From an optimization exercise on the open Yosys and OpenROAD flow, aimed at small area, a short achievable clock period and few clock cycles; shortcuts taken in it are not production practice. In this exercise RTL edits were held to simulation tests only and were not proved equivalent to the original. No activity file was given, so power comes from the tool's default toggle rates.

==> flow/design.v <==
module spitfp_core (
    input  wire       clk,
    input  wire       rst,         
    input  wire       in_valid,
    output wire       in_ready,
    input  wire [7:0] in_data,
    output wire       out_valid,
    input  wire       out_ready,
    output wire [7:0] out_data
);
    localparam RB_SIZE       = 64;
    localparam RB_AW         = 6;
    localparam MAX_MSG_LEN   = 24;
    localparam MAX_FRAME_LEN = MAX_MSG_LEN + 3;
    localparam TX_TIMEOUT_MS = 5;
    localparam ZERO_RUN_IDLE = 16;
    localparam BAUD_MIN      = 32'd400000;
    localparam BAUD_MAX      = 32'd2000000;
    localparam BAUD_RESET    = 32'd1400000;
    localparam DYN_MIN_RESET = 32'd400000;
    localparam SAT           = 32'hFFFFFFFF;
    localparam OP_RESET   = 8'h01;
    localparam OP_TICK    = 8'h02;
    localparam OP_RX      = 8'h03;
    localparam OP_TX      = 8'h04;
    localparam OP_SUBMIT  = 8'h05;
    localparam OP_DRAIN   = 8'h06;
    localparam OP_RDREG   = 8'h07;
    localparam OP_SETBAUD = 8'h08;
    localparam OP_SETDYN  = 8'h09;
    localparam OP_PROPOSE = 8'h0A;
    localparam ST_OK      = 8'd0;
    localparam ST_BUSY    = 8'd1;
    localparam ST_LENGTH  = 8'd2;
    localparam ST_INVALID = 8'd3;
    localparam ST_IGNORED = 8'd4;
    localparam RX_SEEK = 2'd0;
    localparam RX_ACC  = 2'd1;
    localparam RX_FC   = 2'd2;
    localparam TX_IDLE = 2'd0;
    localparam TX_DATA = 2'd1;
    localparam TX_ACK  = 2'd2;
    localparam S_OP      = 4'd0;    
    localparam S_ARG     = 4'd1;    
    localparam S_SUBDATA = 4'd2;    
    localparam S_EXEC    = 4'd3;    
    localparam S_RESP    = 4'd4;    
    localparam S_DRAIN   = 4'd5;    
    localparam S_SCAN    = 4'd6;    
    localparam S_SUM     = 4'd7;    
    localparam S_CHK     = 4'd8;    
    localparam S_COPY    = 4'd9;    
    localparam S_TAIL    = 4'd10;   
    reg [7:0]        rb [0:RB_SIZE-1];
    reg [RB_AW-1:0]  rb_head;
    reg [RB_AW:0]    rb_used;
    reg [1:0]        rx_state;
    reg [7:0]        rx_len;
    reg [7:0]        send_buf [0:MAX_MSG_LEN-1];   
    reg [7:0]        send_len;                     
    reg [7:0]        slot_tx [0:MAX_MSG_LEN-1];
    reg [7:0]        slot_tx_len;
    reg [7:0]        slot_rx [0:MAX_MSG_LEN-1];
    reg [7:0]        slot_rx_len;
    reg [1:0]        tx_src;
    reg [7:0]        tx_idx;
    reg              tx_sent;
    reg              tx_due;
    reg              tx_rel;
    reg [7:0]        tx_seqb;    
    reg [7:0]        tx_sum;     
    reg [3:0]        seq_cur;
    reg [3:0]        seq_last_seen;
    reg              ack_owed;
    reg [31:0]       now_reg;
    reg [31:0]       last_send;
    reg [31:0]       zero_run;
    reg [31:0]       err_ack_checksum;
    reg [31:0]       err_frame;
    reg [31:0]       err_msg_checksum;
    reg [31:0]       err_overflow;
    reg [31:0]       msg_from_brick;
    reg [31:0]       msg_from_bricklet;
    reg [31:0]       baud_cfg;
    reg [31:0]       baud_current;
    reg [31:0]       baud_new;
    reg              baud_change;
    reg              dyn_enable;
    reg [31:0]       dyn_min;
    reg [3:0]        state;
    reg [7:0]        op;
    reg [2:0]        arg_cnt;     
    reg [31:0]       arg;         
    reg [7:0]        arg_b;       
    reg [7:0]        sub_cnt;     
    reg [7:0]        sub_status;
    reg [7:0]        resp_buf [0:4];
    reg [2:0]        resp_len;
    reg [2:0]        resp_idx;
    reg [7:0]        drain_len;
    reg [7:0]        drain_idx;
    reg [7:0]        scan_i;      
    reg [7:0]        scan_h;      
    reg [7:0]        scan_seqb;   
    assign in_ready  = (state == S_OP) || (state == S_ARG) || (state == S_SUBDATA);
    assign out_valid = (state == S_RESP) || (state == S_DRAIN);
    assign out_data  = (state == S_DRAIN) ?
                       ((drain_idx == 8'd0) ? drain_len : slot_rx[drain_idx[4:0] - 5'd1]) :
                       resp_buf[resp_idx];
    wire in_fire  = in_valid && in_ready;
    wire out_fire = out_valid && out_ready;
    wire [RB_AW-1:0] rb_rd_addr = rb_head + scan_i[RB_AW-1:0];
    wire [7:0]       rb_rd      = rb[rb_rd_addr];
    wire [7:0] L0        = rb[rb_head];
    wire       l_idle    = (L0 == 8'd0);
    wire       l_ack     = (L0 == 8'd3);
    wire       l_data    = (L0 >= 8'd4) && (L0 <= MAX_FRAME_LEN);
    wire [7:0] scan_x    = scan_h ^ rb_rd;
    wire [7:0] scan_next = {scan_x[6:0], scan_x[7]};
    wire [3:0] c_own     = scan_seqb[7:4];
    wire [3:0] c_ackn    = scan_seqb[3:0];
    wire       c_ok      = (scan_h == rb_rd);
    wire       c_isdata  = (rx_len > 8'd3);
    wire       c_new     = c_isdata && (c_own != 4'd0) && (c_own != seq_last_seen);
    wire       c_stall   = c_new && (slot_rx_len != 8'd0);
    wire       ack_match = (send_len != 8'd0) && tx_sent && (c_ackn == seq_cur);
    wire [3:0] seq_next  = (seq_cur == 4'd15) ? 4'd1 : seq_cur + 4'd1;
    wire [31:0] arg_clamp = (arg < BAUD_MIN) ? BAUD_MIN :
                            (arg > BAUD_MAX) ? BAUD_MAX : arg;
    wire [31:0] prop_val  = (arg_clamp < dyn_min) ? dyn_min : arg_clamp;
    wire [31:0] reg_status = {19'd0,
                              (zero_run >= ZERO_RUN_IDLE),
                              tx_rel, tx_due, tx_sent,
                              tx_src, rx_state,
                              baud_change, ack_owed,
                              (send_len != 8'd0),
                              (slot_tx_len != 8'd0) || (send_len != 8'd0),
                              (slot_rx_len != 8'd0)};
    wire [31:0] reg_seq     = {16'd0, tx_idx, seq_last_seen, seq_cur};
    wire [31:0] reg_lengths = {rx_len, slot_rx_len, slot_tx_len, send_len};
    reg  [31:0] reg_val;
    always @(*) begin
        case (arg_b)
            8'h00: reg_val = reg_status;
            8'h01: reg_val = reg_seq;
            8'h02: reg_val = err_ack_checksum;
            8'h03: reg_val = err_frame;
            8'h04: reg_val = err_msg_checksum;
            8'h05: reg_val = err_overflow;
            8'h06: reg_val = msg_from_brick;
            8'h07: reg_val = msg_from_bricklet;
            8'h08: reg_val = baud_cfg;
            8'h09: reg_val = baud_current;
            8'h0A: reg_val = baud_new;
            8'h0B: reg_val = {31'd0, dyn_enable};
            8'h0C: reg_val = dyn_min;
            8'h0D: reg_val = zero_run;
            8'h0E: reg_val = last_send;
            8'h0F: reg_val = reg_lengths;
            8'h10: reg_val = {25'd0, rb_used};
            8'h11: reg_val = now_reg;
            default: reg_val = 32'd0;
        endcase
    end
    wire [7:0] tx_data_byte = (tx_idx == 8'd0) ? send_len :
                              (tx_idx == 8'd1) ? tx_seqb :
                              (tx_idx == send_len - 8'd1) ? tx_sum :
                              send_buf[tx_idx[4:0] - 5'd2];
    wire [7:0] tx_ack_byte  = (tx_idx == 8'd0) ? 8'h03 :
                              (tx_idx == 8'd1) ? tx_seqb : tx_sum;
    integer k;
    always @(posedge clk) begin
        if (rst || (state == S_EXEC && op == OP_RESET)) begin
            rb_head           <= {RB_AW{1'b0}};
            rb_used           <= {(RB_AW+1){1'b0}};
            rx_state          <= RX_SEEK;
            rx_len            <= 8'd0;
            send_len          <= 8'd0;
            slot_tx_len       <= 8'd0;
            slot_rx_len       <= 8'd0;
            tx_src            <= TX_IDLE;
            tx_idx            <= 8'd0;
            tx_sent           <= 1'b0;
            tx_due            <= 1'b0;
            tx_rel            <= 1'b0;
            seq_cur           <= 4'd1;
            seq_last_seen     <= 4'd0;
            ack_owed          <= 1'b0;
            now_reg           <= 32'd0;
            last_send         <= 32'd0;
            zero_run          <= 32'd0;
            err_ack_checksum  <= 32'd0;
            err_frame         <= 32'd0;
            err_msg_checksum  <= 32'd0;
            err_overflow      <= 32'd0;
            msg_from_brick    <= 32'd0;
            msg_from_bricklet <= 32'd0;
            baud_cfg          <= BAUD_RESET;
            baud_current      <= BAUD_RESET;
            baud_new          <= BAUD_RESET;
            baud_change       <= 1'b0;
            dyn_enable        <= 1'b1;
            dyn_min           <= DYN_MIN_RESET;
            state             <= S_OP;
            op                <= 8'd0;
            arg_cnt           <= 3'd0;
            sub_cnt           <= 8'd0;
            resp_len          <= 3'd0;
            resp_idx          <= 3'd0;
            drain_len         <= 8'd0;
            drain_idx         <= 8'd0;
            scan_i            <= 8'd0;
            scan_h            <= 8'd0;
        end else begin
            case (state)
            S_OP: if (in_fire) begin
                op <= in_data;
                case (in_data)
                    OP_RESET, OP_TX, OP_DRAIN: state <= S_EXEC;
                    OP_RX, OP_RDREG, OP_SUBMIT: begin
                        arg_cnt <= 3'd1;
                        state   <= S_ARG;
                    end
                    OP_TICK, OP_SETBAUD, OP_PROPOSE: begin
                        arg_cnt <= 3'd4;
                        state   <= S_ARG;
                    end
                    OP_SETDYN: begin
                        arg_cnt <= 3'd5;
                        state   <= S_ARG;
                    end
                    default: begin
                        resp_buf[0] <= ST_INVALID;
                        resp_len    <= 3'd1;
                        resp_idx    <= 3'd0;
                        state       <= S_RESP;
                    end
                endcase
            end
            S_ARG: if (in_fire) begin
                arg_cnt <= arg_cnt - 3'd1;
                if (op == OP_RX || op == OP_RDREG || op == OP_SUBMIT ||
                    (op == OP_SETDYN && arg_cnt == 3'd5))
                    arg_b <= in_data;
                else
                    arg <= {in_data, arg[31:8]};
                if (arg_cnt == 3'd1) begin
                    if (op == OP_SUBMIT) begin
                        sub_cnt <= 8'd0;
                        if (in_data < 8'd1 || in_data > MAX_MSG_LEN)
                            sub_status <= ST_LENGTH;
                        else if (slot_tx_len != 8'd0 || send_len != 8'd0)
                            sub_status <= ST_BUSY;
                        else
                            sub_status <= ST_OK;
                        state <= (in_data == 8'd0) ? S_EXEC : S_SUBDATA;
                    end else begin
                        state <= S_EXEC;
                    end
                end
            end
            S_SUBDATA: if (in_fire) begin
                if (sub_status == ST_OK)
                    slot_tx[sub_cnt[4:0]] <= in_data;
                sub_cnt <= sub_cnt + 8'd1;
                if (sub_cnt + 8'd1 == arg_b)
                    state <= S_EXEC;
            end
            S_EXEC: begin
                resp_idx <= 3'd0;
                case (op)
                    OP_TICK: begin
                        now_reg <= arg;
                        state   <= S_SCAN;
                    end
                    OP_RX: begin
                        if (rb_used == RB_SIZE) begin
                            rb[rb_head]  <= arg_b;
                            rb_head      <= rb_head + 1'b1;
                            err_overflow <= (err_overflow == SAT) ? SAT : err_overflow + 32'd1;
                            rx_state     <= RX_SEEK;
                            rx_len       <= 8'd0;
                        end else begin
                            rb[rb_head + rb_used[RB_AW-1:0]] <= arg_b;
                            rb_used <= rb_used + 1'b1;
                        end
                        state <= S_OP;
                    end
                    OP_TX: begin
                        resp_len <= 3'd1;
                        state    <= S_RESP;
                        if (tx_src == TX_IDLE && tx_due) begin
                            resp_buf[0] <= send_len;
                            tx_seqb     <= {seq_cur, seq_last_seen};
                            tx_sum      <= {send_len[6:0], send_len[7]};
                            tx_src      <= TX_DATA;
                            tx_idx      <= 8'd1;
                            tx_due      <= 1'b0;
                            tx_sent     <= 1'b1;
                            last_send   <= now_reg;
                            ack_owed    <= 1'b0;
                        end else if (tx_src == TX_IDLE && ack_owed) begin
                            resp_buf[0] <= 8'h03;
                            tx_seqb     <= {4'd0, seq_last_seen};
                            tx_sum      <= 8'h06;
                            tx_src      <= TX_ACK;
                            tx_idx      <= 8'd1;
                            ack_owed    <= 1'b0;
                        end else if (tx_src == TX_IDLE) begin
                            resp_buf[0] <= 8'h00;
                        end else if (tx_src == TX_DATA) begin
                            resp_buf[0] <= tx_data_byte;
                            tx_sum      <= {tx_sum[6:0] ^ tx_data_byte[6:0],
                                            tx_sum[7] ^ tx_data_byte[7]};
                            if (tx_idx == send_len - 8'd1) begin
                                tx_src <= TX_IDLE;
                                tx_idx <= 8'd0;
                                if (tx_rel) begin
                                    send_len <= 8'd0;
                                    tx_sent  <= 1'b0;
                                    tx_due   <= 1'b0;
                                    tx_rel   <= 1'b0;
                                    seq_cur  <= seq_next;
                                end
                            end else begin
                                tx_idx <= tx_idx + 8'd1;
                            end
                        end else begin
                            resp_buf[0] <= tx_ack_byte;
                            tx_sum      <= {tx_sum[6:0] ^ tx_ack_byte[6:0],
                                            tx_sum[7] ^ tx_ack_byte[7]};
                            if (tx_idx == 8'd2) begin
                                tx_src <= TX_IDLE;
                                tx_idx <= 8'd0;
                            end else begin
                                tx_idx <= tx_idx + 8'd1;
                            end
                        end
                    end
                    OP_SUBMIT: begin
                        if (sub_status == ST_OK) begin
                            slot_tx_len    <= arg_b;
                            msg_from_brick <= (msg_from_brick == SAT) ? SAT : msg_from_brick + 32'd1;
                        end
                        resp_buf[0] <= sub_status;
                        resp_len    <= 3'd1;
                        state       <= S_RESP;
                    end
                    OP_DRAIN: begin
                        drain_len   <= slot_rx_len;
                        drain_idx   <= 8'd0;
                        slot_rx_len <= 8'd0;
                        state       <= S_DRAIN;
                    end
                    OP_RDREG: begin
                        resp_buf[0] <= (arg_b <= 8'h11) ? ST_OK : ST_INVALID;
                        resp_buf[1] <= reg_val[7:0];
                        resp_buf[2] <= reg_val[15:8];
                        resp_buf[3] <= reg_val[23:16];
                        resp_buf[4] <= reg_val[31:24];
                        resp_len    <= 3'd5;
                        state       <= S_RESP;
                    end
                    OP_SETBAUD: begin
                        baud_cfg <= arg_clamp;
                        if (!dyn_enable) begin
                            baud_new    <= arg_clamp;
                            baud_change <= 1'b1;
                        end
                        resp_buf[0] <= ST_OK;
                        resp_len    <= 3'd1;
                        state       <= S_RESP;
                    end
                    OP_SETDYN: begin
                        dyn_enable <= (arg_b != 8'd0);
                        dyn_min    <= arg_clamp;
                        if (arg_b == 8'd0) begin
                            baud_new    <= baud_cfg;
                            baud_change <= 1'b1;
                        end
                        resp_buf[0] <= ST_OK;
                        resp_len    <= 3'd1;
                        state       <= S_RESP;
                    end
                    OP_PROPOSE: begin
                        if (dyn_enable) begin
                            baud_new    <= prop_val;
                            baud_change <= 1'b1;
                            resp_buf[0] <= ST_OK;
                        end else begin
                            resp_buf[0] <= ST_IGNORED;
                        end
                        resp_len <= 3'd1;
                        state    <= S_RESP;
                    end
                    default: state <= S_OP;
                endcase
            end
            S_RESP: if (out_fire) begin
                resp_idx <= resp_idx + 3'd1;
                if (resp_idx + 3'd1 == resp_len)
                    state <= S_OP;
            end
            S_DRAIN: if (out_fire) begin
                drain_idx <= drain_idx + 8'd1;
                if (drain_idx == drain_len)
                    state <= S_OP;
            end
            S_SCAN: begin
                scan_i <= 8'd0;
                scan_h <= 8'd0;
                case (rx_state)
                    RX_SEEK: begin
                        if (rb_used == 0) begin
                            state <= S_TAIL;
                        end else if (l_idle) begin
                            rb_head  <= rb_head + 1'b1;
                            rb_used  <= rb_used - 1'b1;
                            zero_run <= (zero_run == SAT) ? SAT : zero_run + 32'd1;
                        end else if (l_ack || l_data) begin
                            rx_len   <= L0;
                            rx_state <= RX_ACC;
                        end else begin
                            rb_head   <= rb_head + 1'b1;
                            rb_used   <= rb_used - 1'b1;
                            err_frame <= (err_frame == SAT) ? SAT : err_frame + 32'd1;
                        end
                    end
                    RX_ACC: begin
                        if ({1'b0, rb_used} < rx_len) begin
                            state <= S_TAIL;
                        end else begin
                            rx_state <= RX_FC;
                        end
                    end
                    default: begin
                        state <= S_SUM;
                    end
                endcase
            end
            S_SUM: begin
                scan_h <= scan_next;
                if (scan_i == 8'd1)
                    scan_seqb <= rb_rd;
                scan_i <= scan_i + 8'd1;
                if (scan_i == rx_len - 8'd2)
                    state <= S_CHK;
            end
            S_CHK: begin
                if (!c_ok) begin
                    if (rx_len == 8'd3)
                        err_ack_checksum <= (err_ack_checksum == SAT) ? SAT : err_ack_checksum + 32'd1;
                    else
                        err_msg_checksum <= (err_msg_checksum == SAT) ? SAT : err_msg_checksum + 32'd1;
                    rb_head  <= rb_head + 1'b1;
                    rb_used  <= rb_used - 1'b1;
                    rx_state <= RX_SEEK;
                    rx_len   <= 8'd0;
                    state    <= S_SCAN;
                end else if (c_stall) begin
                    state <= S_TAIL;
                end else begin
                    zero_run <= 32'd0;
                    if (ack_match) begin
                        if (tx_src == TX_DATA) begin
                            tx_rel <= 1'b1;
                        end else begin
                            send_len <= 8'd0;
                            tx_sent  <= 1'b0;
                            tx_due   <= 1'b0;
                            tx_rel   <= 1'b0;
                            seq_cur  <= seq_next;
                        end
                    end
                    if (c_isdata) begin
                        if (c_own == 4'd0) begin
                            err_frame <= (err_frame == SAT) ? SAT : err_frame + 32'd1;
                        end else if (c_own == seq_last_seen) begin
                            ack_owed <= 1'b1;
                        end else begin
                            slot_rx_len       <= rx_len - 8'd3;
                            seq_last_seen     <= c_own;
                            ack_owed          <= 1'b1;
                            msg_from_bricklet <= (msg_from_bricklet == SAT) ? SAT : msg_from_bricklet + 32'd1;
                        end
                    end
                    if (c_new) begin
                        scan_i <= 8'd2;
                        state  <= S_COPY;
                    end else begin
                        rb_head  <= rb_head + rx_len[RB_AW-1:0];
                        rb_used  <= rb_used - rx_len[RB_AW:0];
                        rx_state <= RX_SEEK;
                        rx_len   <= 8'd0;
                        state    <= S_SCAN;
                    end
                end
            end
            S_COPY: begin
                slot_rx[scan_i[4:0] - 5'd2] <= rb_rd;
                scan_i <= scan_i + 8'd1;
                if (scan_i == rx_len - 8'd2) begin
                    rb_head  <= rb_head + rx_len[RB_AW-1:0];
                    rb_used  <= rb_used - rx_len[RB_AW:0];
                    rx_state <= RX_SEEK;
                    rx_len   <= 8'd0;
                    state    <= S_SCAN;
                end
            end
            S_TAIL: begin
                if (send_len == 8'd0 && slot_tx_len != 8'd0) begin
                    for (k = 0; k < MAX_MSG_LEN; k = k + 1)
                        send_buf[k] <= slot_tx[k];
                    send_len    <= slot_tx_len + 8'd3;
                    slot_tx_len <= 8'd0;
                    tx_sent     <= 1'b0;
                    tx_rel      <= 1'b0;
                    tx_due      <= 1'b1;
                end else if (send_len != 8'd0 && tx_sent && !tx_due &&
                             tx_src != TX_DATA &&
                             (now_reg - last_send) >= TX_TIMEOUT_MS) begin
                    tx_due <= 1'b1;
                end
                if (baud_change && tx_src == TX_IDLE) begin
                    baud_current <= baud_new;
                    baud_change  <= 1'b0;
                end
                state <= S_OP;
            end
            default: state <= S_OP;
            endcase
        end
    end
endmodule
==> flow/run.sh <==
#!/bin/bash
# synth_recipe.tcl (not shown) runs the flow's synth.tcl, then flattens the netlist and writes it again
# the make line also repeats each setting of config.mk as NAME=value (left out here)
make -C /OpenROAD-flow-scripts/flow DESIGN_CONFIG=/design/flow/config.mk WORK_HOME=/design/flow/orfs CLKGATE_MAP_FILE= SYNTH_SCRIPT=/design/flow/synth_recipe.tcl finish
==> flow/config.mk <==
export PLATFORM = sky130hd
export DESIGN_NAME = spitfp_core
export DESIGN_NICKNAME = spitfp_core
export VERILOG_FILES = /design/flow/design.v
export SDC_FILE = /design/flow/constraint.sdc
export NUM_CORES = 4
export LEC_CHECK = 0
export CAP_MARGIN = 20
export CORE_MARGIN = 2
export CORE_UTILIZATION = 40
export PLACE_DENSITY = 0.6
export SLEW_MARGIN = 20
==> flow/constraint.sdc <==
create_clock -name core_clock -period 8.0 [get_ports {clk}]
set_input_delay 1.6000 -clock core_clock [delete_from_list [all_inputs] [get_ports {clk}]]
set_output_delay 1.6000 -clock core_clock [all_outputs]
set_load 0.01 [all_outputs]
==> summary.txt <==
Yosys cell counts, drive strengths merged (81+ instances only):
cell,count
dfxtp,553
xor2,116
mux2i,93
buf,88
a221oi,81
and3,143
nand4,83
a21oi,510
mux4,294
a22oi,182
o21ai,224
nand3,245
nand2,718
clkbuf,332
nor2,517
xnor2,108
ha,130
inv,179
edfxtp,1194
nor3,145
layer usage:
metal,vias to the layer above,track usage
met2,3324,0.405
met4,2,0.145
met1,30300,0.352
met3,715,0.0499
met5,-,0
li1,26200,-
cells in the final DEF (no fill, tap or decap), types with 36 or more instances in the layout:
| master | synthesis | routed |
|---|---|---|
| edfxtp_1 | 1194 | 1194 |
| nand2_1 | 718 | 716 |
| dfxtp_1 | 553 | 549 |
| a21oi_1 | 508 | 506 |
| nor2_1 | 516 | 488 |
| mux4_2 | 294 | 294 |
| nand3_1 | 244 | 244 |
| o21ai_0 | 218 | 218 |
| clkbuf_16 | 0 | 188 |
| a22oi_1 | 182 | 182 |
| inv_1 | 179 | 179 |
| and3_1 | 143 | 143 |
| nor3_1 | 144 | 140 |
| buf_4 | 11 | 136 |
| ha_1 | 130 | 128 |
| xor2_1 | 114 | 114 |
| xnor2_1 | 108 | 105 |
| mux2i_1 | 93 | 93 |
| nand4_1 | 83 | 83 |
| a221oi_1 | 81 | 80 |
| a211oi_1 | 76 | 76 |
| a31oi_1 | 69 | 69 |
| nor4_1 | 61 | 57 |
| a222oi_1 | 54 | 54 |
| o211ai_1 | 49 | 49 |
| a22o_1 | 47 | 47 |
| clkbuf_1 | 330 | 45 |
| or3_1 | 36 | 36 |
how the worst max path moves through the flow:
stage,start,to,slack [ns],cells past startpoint
after floorplan,rst,send_buf[0][0],0.49,5
after global placement,rb_head[1],msg_from_bricklet[31],1.13,14
after detailed placement,rb_head[1],msg_from_bricklet[31],1.05,14
after CTS,rb_head[1],msg_from_bricklet[31],1.04,14
after global routing,rb_head[1],msg_from_bricklet[31],0.70,14
final,rb_head[1],msg_from_bricklet[13],0.95,14
area by class of cell:
type | instances | area (µm²)
clock buffer | 249 | 5090
multi-input combinational | 4511 | 32500
sequential | 1747 | 46900
fill | 18400 | 111000
antenna | 2 | 5.00
inverter | 179 | 672
timing repair buffer | 170 | 1430
tap | 2672 | 3340
clock inverter | 93 | 1130
worst max-delay path, stage by stage (launching register included):
cell and delay, ns:
dfxtp_1 0.51, fa_4 1.29, mux4_2 0.40, and2_1 0.16, a2111oi_0 0.79, a31oi_1 0.11
mux2_2 0.38, o21a_1 0.57, xor2_1 0.31, or4_4 0.62, nor4_4 0.78, buf_4 0.38
nand2_1 0.10, nor2_1 0.27, a311oi_1 0.14
cells by family after synthesis:
kind of cell    after synthesis
simple gates               2159
flops                      1747
compound gates             1571
buf+inv                     599
mux                         411
xor+xnor                    224
fa+ha+maj                   135
other cells                   1
power by group through the flow:
| stage | Clock (mW) | Sequential (mW) | Combinational [mW] |
|---|---|---|---|
| finish | 8.81 | 9.98 | 2.89 |
| global route | 9.26 | 9.98 | 3.03 |
| CTS | 8.91 | 9.97 | 2.85 |
| detailed placement | 0 | 10.2 | 2.84 |
| global placement | 0 | 10.2 | 2.78 |
| floorplan | 0 | 10.1 | 1.83 |
==> summary.txt <==
status timing/DRC/antenna clean; worst skew pair latency 0.85 ns; row count ~170; first-pass GRT wire length 402000 µm; largest area contributor in the netlist edfxtp_1; Final Hold Viols 0; max reg flops 512; WL met2 around 130000 µm; CTS max path bufs 3; fraction of synthesized cell area in xor and xnor cells 0.0243; max cap viols 0; GR Overflow Total 0; WL met1 110000 µm; main combinational cell family by area after synthesis compound AO/OA/AOI/OAI gates; Clk pwr share 0.406; Cells after DPL 9277; arrival time worst endpoint 7.73 ns; Via-to-Cell Ratio 6.30; mux cell area share after synthesis 0.0960; DRC viols 0; Starting Density 0.403; Mapped Cells 6847; Synth top area share 0.440; share of layout cells above drive strength 1 0.123; Routed wire per std cell ~29 µm; main area contributors after synthesis edfxtp_1 44%, dfxtp_1 14%, mux4_2 8.1%; post-synthesis cell type count 95; ys async rst share 0; Internal 15.9 mW; Worst-Margin Slew 1.17 ns; Hold EP send_buf[19][7]; Required @ worst endpoint between 8 and 9 ns; Hold WS 0.385 ns; syn avg cell area 11.9 µm²; CP Launch Type register; largest net degree at the start of global routing 193; GRT Total Usage 0.264; Max FO, Critical Path 26; clock sink total around 1700; metal3 WL roughly 26000 µm; sequential share of power 0.461; Root Driver clkbuf_16; setup slack after placement about 1.1 ns; Die Y 455 µm; post-route ant nets 0; area grow syn2layout 11.8%; post-CTS setup buffers 0; R2R setup slack around 0.95 ns; Synth Flop Type edfxtp_1; clock slew at reported path FFs around 0.060 ns; 1st-iter DRT viols 8272; hold path depth 0; vias in the first global route 57100; Detailed Route WL approximately 280000 µm; GPL Wtd Cong around 1; post-route setup slack 0.945 ns; Psw around 5.7 mW; Finished Layout Cells 9623; Setup Crit Path Kind register to register; CTS tree built; Post-Synth Adder-Cell Area 0.0212; final instance area 91100 µm²; most flop-heavy register rb; peak supply drop 0.213 mV; final net count 6942; Synth Area in Compound Gates 0.128; Power Total 21.7 mW; TritonCTS Buffers ~190; mapped cell area about 80000 µm²; Pre-antenna DRT Iters 10; worst flop-to-flop path startpoint rb_head[1]; port bufs 21; Setup Skew 0.0875 ns; H-tree levels 4; CP Capture Type register; Placed Area 84800 µm²; Pwr Density 238 nW/µm²; maximum clock frequency 0.142 GHz; sequential-to-total area share from yosys stat 0.576; final setup fails 0; hold buffers post-CTS 0; fin util 0.450; post_cts resized 0; RSZ-0062 raised after global routing no; Synth Register Bits 1747; full die area 207000 µm²; min Tclk post-route 7.05 ns; Ys Warns 3; Leak 29.5 nW; hpwl dp 192000 µm; period utilisation layout 0.882; Simple-Gate Fraction of Synth Area 0.125; setup TNS 0 ns; class of the worst hold path register to register; Slew HR 0.217; Die W 455 µm; part of the power in combinational logic 0.133; hold path start slot_tx[19][7]; Ports 22; Highest Signal Layer met5; max-slew violations 0; initial antenna violation count 6; Worst Reg-to-Reg Cells 14; core area 202000 µm²; switch share 0.265; EDFF count, synth between 1000 and 1500; Vias between 60000 and 70000; Critical R2R Capture msg_from_bricklet[13]
Testbench counts, summed over its fixed seeds: cycles 265,665.

==> separate check: timing with driven ports <==
The results above use ideal ports. As a check the final layout listed here was re-extracted and re-timed, cells and wires unchanged. Step 1, drivers: a clkbuf_16 drives clk and a buf_2 each remaining input, both assumed. Step 2 adds t to the input delays and takes it off the output delays; t is the mean of the earliest and latest rising clock arrival at the registers after step 1. Input paths then give back, and output paths get back, about the clock's delay inside the block. Three values: ideal, step 1, step 2; two values: the first two.
t (ns): 0.898
setup WS [ns]: 0.945 / 0.945 / 0.945
worst data-port slew with drivers (ns): 0.13
After both steps this run still meets setup and hold. The setup slack of this run moves by 0.000 ns with the drivers and by 0.000 ns with both steps.
